Background: an optimization exercise with open tools, aiming at small area. Do not read the settings as production practice. RTL that was checked went through simulation tests only; none was proved equivalent to the original. Function not checked in run 1: the RTL went through the layout flow alone. Power and IR drop assume default switching activity.

--- config.mk ---
export PLATFORM = sky130hd
export DESIGN_NAME = ts100_fprog
export DESIGN_NICKNAME = ts100_fprog
export VERILOG_FILES = /design/flow/design.v
export SDC_FILE = /design/flow/constraint.sdc
export NUM_CORES = 4
export LEC_CHECK = 0
export CAP_MARGIN = 20
export CORE_MARGIN = 2
export CORE_UTILIZATION = 40
export SLEW_MARGIN = 20
--- constraint.sdc ---
create_clock -name core_clock -period 10.0 [get_ports {clk}]
set_input_delay 2.0000 -clock core_clock [delete_from_list [all_inputs] [get_ports {clk}]]
set_output_delay 2.0000 -clock core_clock [all_outputs]
set_load 0.01 [all_outputs]
--- design.v ---
module ts100_fprog (
    input  wire        clk,
    input  wire        rst_n,
    input  wire        h_valid,
    input  wire        h_write,
    input  wire [2:0]  h_size,
    input  wire [5:0]  h_addr,
    input  wire [31:0] h_wdata,
    output reg  [31:0] h_rdata,
    output wire        h_err,
    output wire [1:0]  a_op,
    output wire [31:0] a_addr,
    output wire [31:0] a_wdata,
    input  wire [31:0] a_rdata
);
    reg [31:0] fl_addr;
    reg [31:0] fl_data;
    reg [31:0] op_data;
    reg [13:2] op_addr;
    reg [5:0]  wcnt;
    reg [1:0]  os;
    reg        aw;
    reg        ck;
    reg        locked;
    reg        keyseq;
    reg        eop;
    reg        wrperr;
    reg        pgerr;
    reg        verr;
    reg        cmderr;
    reg [3:0]  errcode;
    wire bsy = os[1] | os[0];
    assign h_err = h_valid & ((h_size != 3'd4) | (h_addr[1:0] != 2'b00));
    wire       wr = h_valid & h_write & ~h_err;
    wire [3:0] ra = h_addr[5:2];
    wire wr_key  = wr & (ra == 4'h8);
    wire wr_cmd  = wr & (ra == 4'h9);
    wire wr_addr = wr & (ra == 4'hA);
    wire wr_data = wr & (ra == 4'hB);
    wire wr_stat = wr & (ra == 4'hC);
    wire [31:0] stat_val = {14'd0, os, 3'd0, keyseq, errcode, 1'b0,
                            cmderr, verr, pgerr, wrperr, eop, locked, bsy};
    always @(*) begin
        case (ra)
            4'hA:    h_rdata = fl_addr;
            4'hB:    h_rdata = fl_data;
            4'hC:    h_rdata = stat_val;
            default: h_rdata = 32'd0;
        endcase
    end
    wire in_range  = (fl_addr[31:14] == 18'h02000);
    wire page_algn = (fl_addr[9:0] == 10'd0);
    wire word_algn = (fl_addr[1:0] == 2'd0);
    wire page_wrp  = (fl_addr[13:10] == 4'h0) | (fl_addr[13:10] == 4'hF);
    wire       c_res   = |h_wdata[31:2];
    wire [1:0] c_op    = h_wdata[1:0];
    wire       c_erase = (c_op == 2'd1);
    reg        c_raise;
    reg [3:0]  c_code;
    reg        c_accept;
    reg        c_lock;
    always @(*) begin
        c_raise  = 1'b0;
        c_code   = 4'd1;
        c_accept = 1'b0;
        c_lock   = 1'b0;
        if (c_res) begin
            c_raise = 1'b1; c_code = 4'd1;
        end else if (c_op == 2'd0) begin
        end else if (bsy) begin
            c_raise = 1'b1; c_code = 4'd2;
        end else if (c_op == 2'd3) begin
            c_lock = 1'b1;
        end else if (locked) begin
            c_raise = 1'b1; c_code = 4'd3;
        end else if (!in_range) begin
            c_raise = 1'b1; c_code = 4'd5;
        end else if (c_erase ? !page_algn : !word_algn) begin
            c_raise = 1'b1; c_code = 4'd6;
        end else if (page_wrp) begin
            c_raise = 1'b1; c_code = 4'd7;
        end else begin
            c_accept = 1'b1;
        end
    end
    wire tick = bsy & ~wr;
    assign a_op[1] = tick & ~aw & ~ck & (os[1] ^ os[0]);
    assign a_op[0] = tick & os[1] & (os[0] | ~aw);
    assign a_addr  = {18'h02000, op_addr, 2'b00};
    assign a_wdata = op_data;
    wire ones     = &a_rdata;
    wire match    = (a_rdata == op_data);
    wire st_ok    = (a_rdata[1:0] == 2'd1);
    wire st_fail  = (a_rdata[1:0] == 2'd2);
    wire last_w   = &op_addr[9:2];
    wire tmo      = &wcnt;
    reg        s_raise;
    reg [3:0]  s_code;
    reg        s_finish;
    always @(*) begin
        s_raise  = 1'b0;
        s_code   = 4'd12;
        s_finish = 1'b0;
        if (os == 2'd3) begin
            if (ck ? !match : !ones) begin
                s_raise = 1'b1; s_code = 4'd12; s_finish = 1'b1;
            end else if (ck || last_w) begin
                s_finish = 1'b1;
            end
        end else if (aw) begin
            if (st_ok) begin
            end else if (st_fail) begin
                s_raise = 1'b1; s_code = os[1] ? 4'd10 : 4'd9; s_finish = 1'b1;
            end else if (tmo) begin
                s_raise = 1'b1; s_code = 4'd11; s_finish = 1'b1;
            end
        end else if (ck) begin
            if (!ones) begin
                s_raise = 1'b1; s_code = 4'd8; s_finish = 1'b1;
            end
        end
    end
    wire k_active = wr_key & locked;
    wire k1       = (h_wdata == 32'h4567_0123);
    wire k2       = (h_wdata == 32'hCDEF_89AB);
    wire k_raise  = k_active & (keyseq ? !k2 : !k1);
    wire       raise = (wr_cmd & c_raise) | k_raise | (tick & s_raise);
    wire [3:0] code  = wr_cmd ? c_code : k_active ? 4'd4 : s_code;
    wire       no_err = ~wrperr & ~pgerr & ~verr & ~cmderr;
    always @(posedge clk) begin
        if (wr_addr) fl_addr <= h_wdata;
        if (wr_data) fl_data <= h_wdata;
        if (!rst_n) begin
            fl_addr <= 32'd0;
            fl_data <= 32'd0;
        end
    end
    always @(posedge clk) begin
        if (wr_cmd & c_accept) begin
            op_addr <= fl_addr[13:2];
            op_data <= fl_data;
        end else if (tick & (os == 2'd3) & !s_finish) begin
            op_addr[9:2] <= op_addr[9:2] + 8'd1;
        end
        if (!aw)
            wcnt <= 6'd0;
        else if (tick)
            wcnt <= wcnt + 6'd1;
        if (wr_cmd & c_accept) begin
            aw <= 1'b0;
            ck <= ~c_erase;
        end else if (tick) begin
            if (os == 2'd3) begin
            end else if (aw) begin
                if (st_ok) begin
                    aw <= 1'b0;
                    ck <= os[1];
                end
            end else if (ck) begin
                ck <= 1'b0;
            end else begin
                aw <= 1'b1;
            end
        end
    end
    always @(posedge clk) begin
        if (!rst_n) begin
            os      <= 2'd0;
            locked  <= 1'b1;
            keyseq  <= 1'b0;
            eop     <= 1'b0;
            wrperr  <= 1'b0;
            pgerr   <= 1'b0;
            verr    <= 1'b0;
            cmderr  <= 1'b0;
            errcode <= 4'd0;
        end else begin
            if (wr_stat) begin
                if (h_wdata[2]) eop    <= 1'b0;
                if (h_wdata[3]) wrperr <= 1'b0;
                if (h_wdata[4]) pgerr  <= 1'b0;
                if (h_wdata[5]) verr   <= 1'b0;
                if (h_wdata[6]) cmderr <= 1'b0;
                if ((wrperr & ~h_wdata[3]) == 1'b0 &&
                    (pgerr  & ~h_wdata[4]) == 1'b0 &&
                    (verr   & ~h_wdata[5]) == 1'b0 &&
                    (cmderr & ~h_wdata[6]) == 1'b0)
                    errcode <= 4'd0;
            end
            if (k_active) begin
                keyseq <= ~keyseq & k1;
                if (keyseq & k2) locked <= 1'b0;
            end
            if (wr_cmd & c_lock) begin
                locked <= 1'b1;
                keyseq <= 1'b0;
            end
            if (wr_cmd & c_accept)
                os <= c_erase ? 2'd1 : 2'd2;
            else if (tick) begin
                if (s_finish)
                    os <= 2'd0;
                else if (aw & st_ok & (os != 2'd3))
                    os <= 2'd3;
            end
            if (tick & (os == 2'd3) & !s_raise & s_finish)
                eop <= 1'b1;
            if (raise) begin
                if (no_err)
                    errcode <= code;
                case (code)
                    4'd7:                   wrperr <= 1'b1;
                    4'd8, 4'd9, 4'd10, 4'd11: pgerr <= 1'b1;
                    4'd12:                  verr   <= 1'b1;
                    default:                cmderr <= 1'b1;
                endcase
            end
        end
    end
endmodule
--- run.sh ---
#!/bin/bash
# synth_recipe.tcl (not shown) runs the flow's synth.tcl, then flattens the netlist and writes it again
# the make line also repeats each setting of config.mk as NAME=value (left out here)
make -C /OpenROAD-flow-scripts/flow DESIGN_CONFIG=/design/flow/config.mk WORK_HOME=/design/flow/orfs CLKGATE_MAP_FILE= SYNTH_SCRIPT=/design/flow/synth_recipe.tcl finish
==> results of run 1 <==
logic make-up (layout without fill, tap and decap cells):
kind of cell,count (synthesis),in the layout,synth area share
and+or+nand+nor,289,289,0.211
AOI/OAI and AO/OA,154,154,0.184
DFF,129,129,0.471
buffers and inverters,80,218,0.0609
xor gates and xnor gates,42,42,0.0572
adders and majority gates,4,4,0.00778
muxes,4,4,0.00622
other,2,20,0.00117
metal layers:
metal | global-route usage | part of all wire | vias up | wire (um)
li1 | - | - | 2752 | -
met1 | 0.362 | 0.44 | 2776 | 9530
met2 | 0.401 | 0.45 | 292 | 9800
met3 | 0.0415 | 0.084 | 32 | 1820
met4 | 0.0951 | 0.020 | 0 | 433
met5 | 0 | 0 | - | 0
cell usage after synthesis (all sizes together) (13+ instances only):
cell type  number
nand2         170
dfxtp          84
a21boi         72
edfxtp         45
xnor2          35
buf            29
clkbuf         26
inv            25
nand4          23
nor2           19
o21ai          19
a22o           18
nor4           16
a222oi         13
stage by stage:
step | power [mW] | instances | hold slack (ns)
2_1_floorplan | 0.580 | 722 | 0.430
3_3_place_gp | 0.624 | 1044 | 0.447
3_5_place_dp | 0.624 | 1044 | 0.456
4_1_cts | 1.21 | 1076 | 0.468
5_1_grt | 1.24 | 1076 | 0.475
6_report | 1.20 | 1076 | 0.466
registers in the layout, summed over array words and instances (netlist names):
| name | count |
|---|---|
| errcode | 4 |
| aw | 1 |
| eop | 1 |
| op_data | 32 |
| locked | 1 |
| fl_data | 32 |
| wcnt | 6 |
| os | 2 |
| op_addr | 12 |
| verr | 1 |
| pgerr | 1 |
| ck | 1 |
| wrperr | 1 |
| fl_addr | 32 |
| cmderr | 1 |
| keyseq | 1 |
worst max path at each step:
stage                     startpoint    endpoint  slack, ns  cells after the start
after floorplan            h_size[2]     a_op[1]       4.72                      6
after global placement     h_addr[5]  h_rdata[6]       3.60                      8
after detailed placement   h_addr[5]  h_rdata[6]       3.55                      8
after CTS                  h_addr[5]  h_rdata[6]       3.55                      8
after global routing       h_addr[5]  h_rdata[6]       3.37                      8
final                      h_addr[2]  h_rdata[6]       3.52                      5
report_power, final:
group | switching, mW | total (mW) | internal, mW
clock | 0.234 | 0.589 | 0.354
sequential | 0.000120 | 0.539 | 0.539
combinational | 0.0362 | 0.0743 | 0.0381
total | 0.271 | 1.20 | 0.932
critical path, stage by stage:
cell and delay (ns):
clkdlybuf4s50_1 0.55, nor3_2 0.95, a222oi_1 0.29, inv_1 0.15
clkdlybuf4s50_1 0.55
cell type report:
cell class	instances	area, sq um	share of cell area
sequential	129	3030	0.351
tap	216	270	0.0313
timing repair buffer	161	1590	0.184
multi-input combinational	513	3090	0.357
inverter	25	93.8	0.0109
clock inverter	13	109	0.0126
clock buffer	19	454	0.0526
==> flow_summary.toml, run 1 <==
[finish]
final_core_util = 0.546
mostFrequentLayoutCell = "nand2_1"
antenna_cells = 0
layout.nets = 928
fillers = 1426
syn2layout_area_growth_pct = 34.3
layout_common_cells = "169 x nand2_1, 154 x clkdlybuf4s50_1, 84 x dfxtp_1"
drive_above_1_share = 0.0593
final_cell_area_sq_um = 8640

[sta]
setup_ws_ns = 3.52
rsz0062_at_grt = "false"
finalCriticalPeriod_ns = 6.48
slew_violations = 0
hold_viol = 0
setup_viol_count_final = 0
worst_slew_pin_slew_ns = 1.12
fmax_mhz = 154
fin_skew_ns = 0.00708
slew_headroom = 0.248
post-route-period-util = 0.648
fin_setup_tns_ns = 0

[global_routing]
antenna_found_initial = 0
track_usage = 0.257
grt_max_degree = 79
overflow = 0
grt_pass1_wl_mm = 32.2
grt_pass1_vias = 5553

[clocking]
htree_num_levels = 4
hold_buffers = 0
clk_pin_slew_ns = 0.06
cts_tree = "built"
clk_latency_ns = 0.42
ctsRootBufferMaster = "clkbuf_16"
cts_resized = 0
max-clock-path-buffers = 2
post_cts_buffers = 0
cts_buffers = 17
clock-sinks = 129

[logic_synthesis]
syn_area_sq_um = 6430
avgSynthCellArea_sq_um = 9.14
yosysTopAreaCell = "dfxtp_1"
yosysSeqAreaShare = 0.471
synth_warnings = 1
ys_ff_latch = 129
netlist.area_leader.share = 0.261
synth_edf_count = 45
synth.top_cells.by_area = "dfxtp_1 26%, edfxtp_1 21%, nand2_1 9.9%"
synth_ff_type = "dfxtp_1"
syn_inst = 704
synth_cell_type_count = 57
async_flop_share = 0

[place]
place_hpwl_mm = 16.3
post_dp_cell_area_sq_um = 8080
place_congestion = 0.880
port_buffers = 155
pre_cts_slack_ns = 3.55

[hold_path]
holdPathStages = 0
hold_path.class = "flop to flop"
min-delay-start = "fl_data[31]$_SDFFE_PN0P_"
holdPathEnd = "op_data[31]$_DFFE_PP_"

[floorplan]
io_pins = 176
rows = 46
dieArea_sq_um = 17100
die_w_um = 131
start_util = 0.407
die_h_um = 131
design.core.area_sq_um = 15800

[worst_setup_path]
end_kind = "output pin"
cp.arrival_ns = 4.48
start_kind = "input pin"
critical_path_class = "input pin to output pin"
reg2reg_depth = 7
r2r-end = "op_addr[9]$_DFFE_PP_"
cp_max_fo = 14
r2r-start = "os[1]$_SDFFE_PN0P_"
cp.required_ns = 8.00
r2r_setup_slack_ns = 6.55

[routing]
drc = 0
ant_nets = 0
routed_wl_mm = 21.6
detail_route.vias_per_cell = 5.44
drtIter0Drc = 628
drtPass1Iterations = 6
vias = 5852
wl_per_cell_um = 20.1

[run]
cap_violations = 0

[pwr]
ir_worst_vdd_mv = 0.121
leakagePower_nw = 2.98
power.density_nw_per_um2 = 139

[run_status]
status = "no timing/DRC/antenna violations"
==> inputs of run 2 (changes only) <==
--- a/design.v
+++ b/design.v
@@ -137,9 +137,8 @@
     end
+    wire ld = wr_cmd & c_accept;
+    wire inc = tick & (os == 2'd3) & !s_finish;
     always @(posedge clk) begin
-        if (wr_cmd & c_accept) begin
-            op_addr <= fl_addr[13:2];
-            op_data <= fl_data;
-        end else if (tick & (os == 2'd3) & !s_finish) begin
-            op_addr[9:2] <= op_addr[9:2] + 8'd1;
-        end
+        op_data <= (fl_data & {32{ld}}) | (op_data & {32{~ld}});
+        op_addr[13:10] <= (fl_addr[13:10] & {4{ld}}) | (op_addr[13:10] & {4{~ld}});
+        op_addr[9:2] <= (fl_addr[9:2] & {8{ld}}) | (op_addr[9:2] & {8{~ld & ~inc}}) | ((op_addr[9:2] + 8'd1) & {8{inc}});
         if (!aw)
==> flow/run.sh (new file) <==
#!/bin/bash
set -euo pipefail
cd "$(dirname "$0")/.."
export BUFFER_PORTS_ARGS="-buffer_cell sky130_fd_sc_hd__buf_1"
export CTS_ARGS="-sink_clustering_enable -repair_clock_nets -dont_use_dummy_load -buf_list {sky130_fd_sc_hd__clkbuf_4 sky130_fd_sc_hd__clkbuf_8}"
bash standard.sh finish > standard_flow.log 2>&1
==> standard.sh (new file) <==
#!/bin/bash
# synth_recipe.tcl (not shown) runs the flow's synth.tcl, then flattens the netlist and writes it again
# the make line also repeats each setting of config.mk as NAME=value (left out here)
make -C /OpenROAD-flow-scripts/flow DESIGN_CONFIG=/design/flow/config.mk WORK_HOME=/design/flow/orfs CLKGATE_MAP_FILE= SYNTH_SCRIPT=/design/flow/synth_recipe.tcl "${@:-finish}"
removed: run.sh
==> run 2 against run 1 <==
  * Still clean on timing, DRC and antenna
  * Final cell count is 0.19% lower
  * Sequential power down 0.7%
  * Clock-buffer cell count is 2 lower
  * Largest power group is now sequential cells
==> flow_summary.toml, run 2 <==
[run_status]
status = "no timing/DRC/antenna violations"

[clocking]
cts_resized = 0
post_cts_buffers = 0
htree_num_levels = 4
cts_buffers = 17
ctsRootBufferMaster = "clkbuf_8"
clk_pin_slew_ns = 0.05
clock-sinks = 129
clk_latency_ns = 0.44
hold_buffers = 0
cts_tree = "built"
max-clock-path-buffers = 2

[floorplan]
dieArea_sq_um = 17100
die_w_um = 131
io_pins = 176
start_util = 0.407
die_h_um = 131
design.core.area_sq_um = 15800
rows = 46

[logic_synthesis]
netlist.area_leader.share = 0.287
synth_edf_count = 37
synth_most_common_cell = "nand2_1"
syn_area_sq_um = 6420
yosysSeqAreaShare = 0.460
synth.top_cells.by_area = "dfxtp_1 29%, edfxtp_1 17%, nand2_1 9.8%"
synth_ff_type = "dfxtp_1"
synth_warnings = 1
syn_inst = 720
async_flop_share = 0
ys_top_cells_by_count = "167 x nand2_1, 92 x dfxtp_1, 69 x a21boi_0, 37 x clkbuf_1, 37 x edfxtp_1"
synth_cell_type_count = 64
yosysTopAreaCell = "dfxtp_1"
ys_ff_latch = 129
avgSynthCellArea_sq_um = 8.92

[worst_setup_path]
cp.required_ns = 8.00
end_kind = "output pin"
critical_path_class = "input pin to output pin"
cp.arrival_ns = 3.66
cp.buffers_inverters = 3
cp_max_fo = 34
critPathMostFrequentCell = "buf_1"
slowest_delay_ns = 0.72
critPathSlowestCell = "nor2_4"
path_cells = "buf_1, nor2b_1, nand2_1, nor2_4, a222oi_1, inv_1, buf_1"
start_kind = "input pin"
path_delay_family = "simple AND/OR/NAND/NOR gates"

[sta]
fin_setup_tns_ns = 0
slew_headroom = 0.372
hold_viol = 0
finalCriticalPeriod_ns = 5.66
worst_slew_pin_slew_ns = 0.939
post-route-period-util = 0.566
setup_viol_count_final = 0
rsz0062_at_grt = "false"
fmax_mhz = 177
fin_skew_ns = 0.0202
slew_violations = 0

[finish]
multi_input_comb_area_sq_um = 3140
mostFrequentLayoutCell = "nand2_1"
layout.nets = 941
syn2layout_area_growth_pct = 14.2
drive_above_1_share = 0.0408
layout_common_cells = "167 x nand2_1, 154 x buf_1, 92 x dfxtp_1"
stdcell_count = 1074
antenna_cells = 0
seq_area_sq_um = 2950
fillers = 1628

[run]
cap_violations = 0

[global_routing]
grt_pass1_wl_mm = 30.4
grt_max_degree = 79
grt_pass1_vias = 5258
antenna_found_initial = 0
track_usage = 0.241
overflow = 0

[place]
place_hpwl_mm = 15.4
port_buffers = 155
place_congestion = 0.872
dp_cells = 1057

[routing]
detail_route.vias_per_cell = 5.50
routed_wl_mm = 20.7
ant_nets = 0
drtPass1Iterations = 6
drtIter0Drc = 533
vias = 5911
wl_per_cell_um = 19.2
drc = 0

[pwr]
ir_worst_vdd_mv = 0.0701
leakagePower_nw = 2.49
power.density_nw_per_um2 = 125

[hold_path]
hold_path.class = "flop to flop"
[run 2: metal layers]
| layer | GRT usage | vias to the layer above | part of all wire |
|---|---|---|---|
| li1 | - | 2800 | - |
| met1 | 0.340 | 2800 | 0.45 |
| met2 | 0.375 | 292 | 0.46 |
| met3 | 0.0546 | 19 | 0.077 |
| met4 | 0.0626 | 0 | 0.012 |
| met5 | 0 | - | 0 |
[run 2: worst reg2reg max path, delay by kind of cell (launching register included)]
| family | cells | cell delay (ns) |
|---|---|---|
| simple gates | 3 | 1.30 |
| buf+inv | 2 | 0.70 |
| flops | 1 | 0.35 |
| compound gates | 1 | 0.24 |
[run 2: report_power, final]
| group | switching [mW] | internal [mW] | total (mW) | leakage, nW |
|---|---|---|---|---|
| clock network | 0.176 | 0.149 | 0.326 | 0.122 |
| logic | 0.0361 | 0.0182 | 0.0544 | 1.20 |
| registers | 0.000203 | 0.534 | 0.535 | 1.17 |
[run 2: path summary, 6_finish.rpt]
check                                             start                     to  slack [ns]  cells after the start
worst max-delay path                          h_addr[5]            h_rdata[16]        4.34                      7
worst max register to register  fl_addr[2]$_SDFFE_PN0P_                   flop        7.03                      6
worst min-delay path              errcode[3]$_SDFF_PN0_  errcode[3]$_SDFF_PN0_        0.47                      2
worst min register to register    errcode[3]$_SDFF_PN0_  errcode[3]$_SDFF_PN0_        0.47                      2
[run 2: cell families (layout without fill, tap and decap cells)]
| family | count (synthesis) | count (layout) | share of synthesized area |
|---|---|---|---|
| xor+xnor | 37 | 37 | 0.0504 |
| simple gates | 298 | 298 | 0.222 |
| fa+ha+maj | 4 | 4 | 0.00779 |
| mux | 4 | 4 | 0.00623 |
| flops | 129 | 129 | 0.460 |
| compound gates | 161 | 161 | 0.190 |
| buf+inv | 85 | 205 | 0.0627 |
| other cells | 2 | 20 | 0.00117 |
[run 2: layout make-up]
cell class | instances | area share
sequential | 129 | 0.403
inverter | 26 | 0.0133
tap | 216 | 0.0368
clock buffer | 17 | 0.0319
multi-input combinational | 524 | 0.429
timing repair buffer | 162 | 0.0867
[run 2: per-stage QoR]
| step | hold slack [ns] | total power [mW] | util | area [sq um] | setup slack [ns] |
|---|---|---|---|---|---|
| 2_1_floorplan | 0.430 | 0.576 | - | 6490 | 4.86 |
| 3_3_place_gp | 0.452 | 0.599 | 0.450 | 7100 | 4.47 |
| 5_1_grt | 0.487 | 0.949 | 0.465 | 7330 | 4.22 |
| 4_1_cts | 0.462 | 0.920 | 0.465 | 7330 | 4.41 |
| 6_report | 0.467 | 0.915 | 0.465 | 7330 | 4.34 |
| 3_5_place_dp | 0.454 | 0.599 | 0.450 | 7100 | 4.42 |
==> inputs of run 3 (changes only) <==
==> flow/run.sh (replaced) <==
#!/bin/bash
set -euo pipefail
cd "$(dirname "$0")/.."
export BUFFER_PORTS_ARGS="-buffer_cell sky130_fd_sc_hd__buf_1"
export CTS_ARGS="-sink_clustering_enable -repair_clock_nets -dont_use_dummy_load -sink_clustering_size 10 -buf_list {sky130_fd_sc_hd__clkbuf_2 sky130_fd_sc_hd__clkbuf_4}"
bash standard.sh finish > standard_flow.log 2>&1
==> run 3 against run 2 <==
  * Final cell count about the same
  * Fmax hardly changed
  * Non-clock buffer count unchanged
  * Clock skew up 0.012 ns
  * Die area is the same
  * Clock power fell by 25%
  * Total power shrank 9.1%
  * Synthesized cell count is the same
  * Setup slack improved by 0.0011 ns
  * Core utilization is 0.66 points lower
  * Register-to-register slack got worse by 0.02 ns
  * Largest cell class unchanged
  * Highest routed layer unchanged
==> flow_summary.toml, run 3 <==
[clocking]
cts_resized = 0
post_cts_buffers = 0
cts_tree = "built"
cts_buffers = 17
htree_num_levels = 4
clock-sinks = 129
clk_latency_ns = 0.53
ctsRootBufferMaster = "clkbuf_4"
hold_buffers = 0
max-clock-path-buffers = 2
clk_pin_slew_ns = 0.08

[sta]
worst_slew_pin_slew_ns = 0.942
holdWs_ns = 0.471
rsz0062_at_grt = "false"
finalCriticalPeriod_ns = 5.65
setup_ws_ns = 4.35
fin_setup_tns_ns = 0
post-route-period-util = 0.565
slew_headroom = 0.371
fmax_mhz = 177
setup_viol_count_final = 0
fin_skew_ns = 0.0319
hold_viol = 0
slew_violations = 0

[run]
cap_violations = 0

[global_routing]
grt_max_degree = 79
grt_pass1_vias = 5243
antenna_found_initial = 1
overflow = 0
track_usage = 0.240
grt_pass1_wl_mm = 30.3

[logic_synthesis]
netlist.area_leader.share = 0.287
avgSynthCellArea_sq_um = 8.92
synth_cell_type_count = 64
syn_area_sq_um = 6420
yosysTopAreaCell = "dfxtp_1"
synth_most_common_cell = "nand2_1"
synth.top_cells.by_area = "dfxtp_1 29%, edfxtp_1 17%, nand2_1 9.8%"
ys_ff_latch = 129
syn_inst = 720
ys_top_cells_by_count = "167 x nand2_1, 92 x dfxtp_1, 69 x a21boi_0, 37 x clkbuf_1, 37 x edfxtp_1"
async_flop_share = 0
synth_edf_count = 37
synth_warnings = 1
yosysSeqAreaShare = 0.460
synth_ff_type = "dfxtp_1"

[worst_setup_path]
critPathMostFrequentCell = "buf_1"
critPathSlowestCell = "nor2_4"
cp_max_fo = 34
slowest_delay_ns = 0.72
start_kind = "input pin"
end_kind = "output pin"
cp.required_ns = 8.00
cp.arrival_ns = 3.65
critical_path_class = "input pin to output pin"
path_cells = "buf_1, nor2b_1, nand2_1, nor2_4, a222oi_1, inv_1, buf_1"

[run_status]
status = "no timing/DRC/antenna violations"

[pwr]
pwr-share-clk = 0.292
leakagePower_nw = 2.45
pwr-share-comb = 0.065
ir_worst_vdd_mv = 0.0583
switching_power_mw = 0.202
seq_power_share = 0.642
intPower_mw = 0.630
switching_share = 0.243
power.density_nw_per_um2 = 115

[finish]
layout_common_cells = "167 x nand2_1, 154 x buf_1, 92 x dfxtp_1"
fillers = 1641
final_cell_area_sq_um = 7230
stdcell_count = 1075
drive_above_1_share = 0.0408
mostFrequentLayoutCell = "nand2_1"
layout.nets = 941
syn2layout_area_growth_pct = 12.5

[routing]
routed_wl_mm = 20.6
vias = 5877
drtPass1Iterations = 8
detail_route.vias_per_cell = 5.47
drtIter0Drc = 557
drc = 0
ant_nets = 0
wl_per_cell_um = 19.1

[place]
place_hpwl_mm = 15.4
post_dp_cell_area_sq_um = 7100
dp_cells = 1057
place_congestion = 0.872
port_buffers = 155
pre_cts_slack_ns = 4.42

[floorplan]
design.core.area_sq_um = 15800
io_pins = 176
start_util = 0.407
dieArea_sq_um = 17100
rows = 46
die_h_um = 131
die_w_um = 131

[hold_path]
hold_path.class = "flop to flop"
## run 3: cell count changes in the layout (fill, tap and decap cells not counted)
cell,previous run,this run
clkbuf_4,0,17
diode_2,0,1
clkbuf_8,17,0
## run 3: stage by stage
step / total power, mW / utilization
floorplan: 0.576 / -
global placement: 0.599 / 0.450
detailed placement: 0.599 / 0.450
CTS: 0.837 / 0.458
global route: 0.865 / 0.459
finish: 0.832 / 0.459
## run 3: cell type report
cell class	count	area (sq um)	area share
multi-input combinational	524	3140	0.435
tap	216	270	0.0374
sequential	129	2950	0.408
antenna	1	2.50	0.000346
timing repair buffer	162	636	0.0879
clock buffer	17	128	0.0177
inverter	26	97.6	0.0135
## run 3: layer usage
| metal | wire length (um) | track usage | up-vias |
|---|---|---|---|
| li1 | - | - | 2808 |
| met1 | 9390 | 0.340 | 2782 |
| met2 | 9440 | 0.375 | 269 |
| met3 | 1490 | 0.0513 | 18 |
| met4 | 227 | 0.0588 | 0 |
| met5 | 0 | 0 | - |
## run 3: logic make-up (layout without fill, tap and decap cells)
logic type               count (synthesis)  in the layout  synth area share
AND/OR/NAND/NOR                        298            298             0.222
AO/OA/AOI/OAI                          161            161             0.190
flip-flops                             129            129             0.460
buffers and inverters                   85            205            0.0627
XOR/XNOR                                37             37            0.0504
adder cells (fa/ha/maj)                  4              4           0.00779
multiplexers                             4              4           0.00623
other                                    2             21           0.00117
## run 3: final timing paths
path	startpoint	end	slack, ns	cells past startpoint
worst max-delay path	h_addr[4]	h_rdata[16]	4.35	7
worst max register to register	fl_addr[2]$_SDFFE_PN0P_	flop	7.01	6
worst min register to register	errcode[3]$_SDFF_PN0_	errcode[3]$_SDFF_PN0_	0.47	2
worst min-delay path	errcode[3]$_SDFF_PN0_	errcode[3]$_SDFF_PN0_	0.47	2
## run 3: worst max-delay path, delay by kind of cell
| kind | cells | cell delay, ns |
|---|---|---|
| AO/OA/AOI/OAI | 1 | 0.28 |
| AND/OR/NAND/NOR | 3 | 1.01 |
| buffers and inverters | 3 | 0.36 |
## run 3: power by group through the flow
stage | Clock, mW | Combinational [mW] | Sequential, mW
after floorplan | 0 | 0.0301 | 0.546
after global placement | 0 | 0.0532 | 0.546
after detailed placement | 0 | 0.0531 | 0.546
after CTS | 0.250 | 0.0534 | 0.534
after global routing | 0.272 | 0.0586 | 0.534
final | 0.243 | 0.0543 | 0.534

[re-timing with driven ports]
No port has a modelled driver above. Below, the same layouts with a new extraction and two added sets of constraints. Step 1: set_driving_cell puts a clkbuf_16 on clk and a buf_2 on each other input, an assumption about the parent block. Step 2 times the ports against the registers' clock, not the clock port: input delays grow and output delays shrink by t, the midpoint of the rising clock arrivals with the driver on. a / b / c = no drivers / after step 1 / after step 2; a / b = the first two.
run | shift t [ns] | slack for setup (ns) | worst slew at a driven data input, ns
run 1 | 0.462 | 3.519 / 3.494 / 3.494 | 0.04
run 2 | 0.471 | 4.344 / 4.321 / 4.321 | 0.05
run 3 | 0.552 | 4.345 / 4.323 / 4.323 | 0.05
After both steps every run listed still meets setup and hold. The setup slack of run 1, which loses most, moves by -0.025 ns with the drivers and by -0.025 ns with both steps.
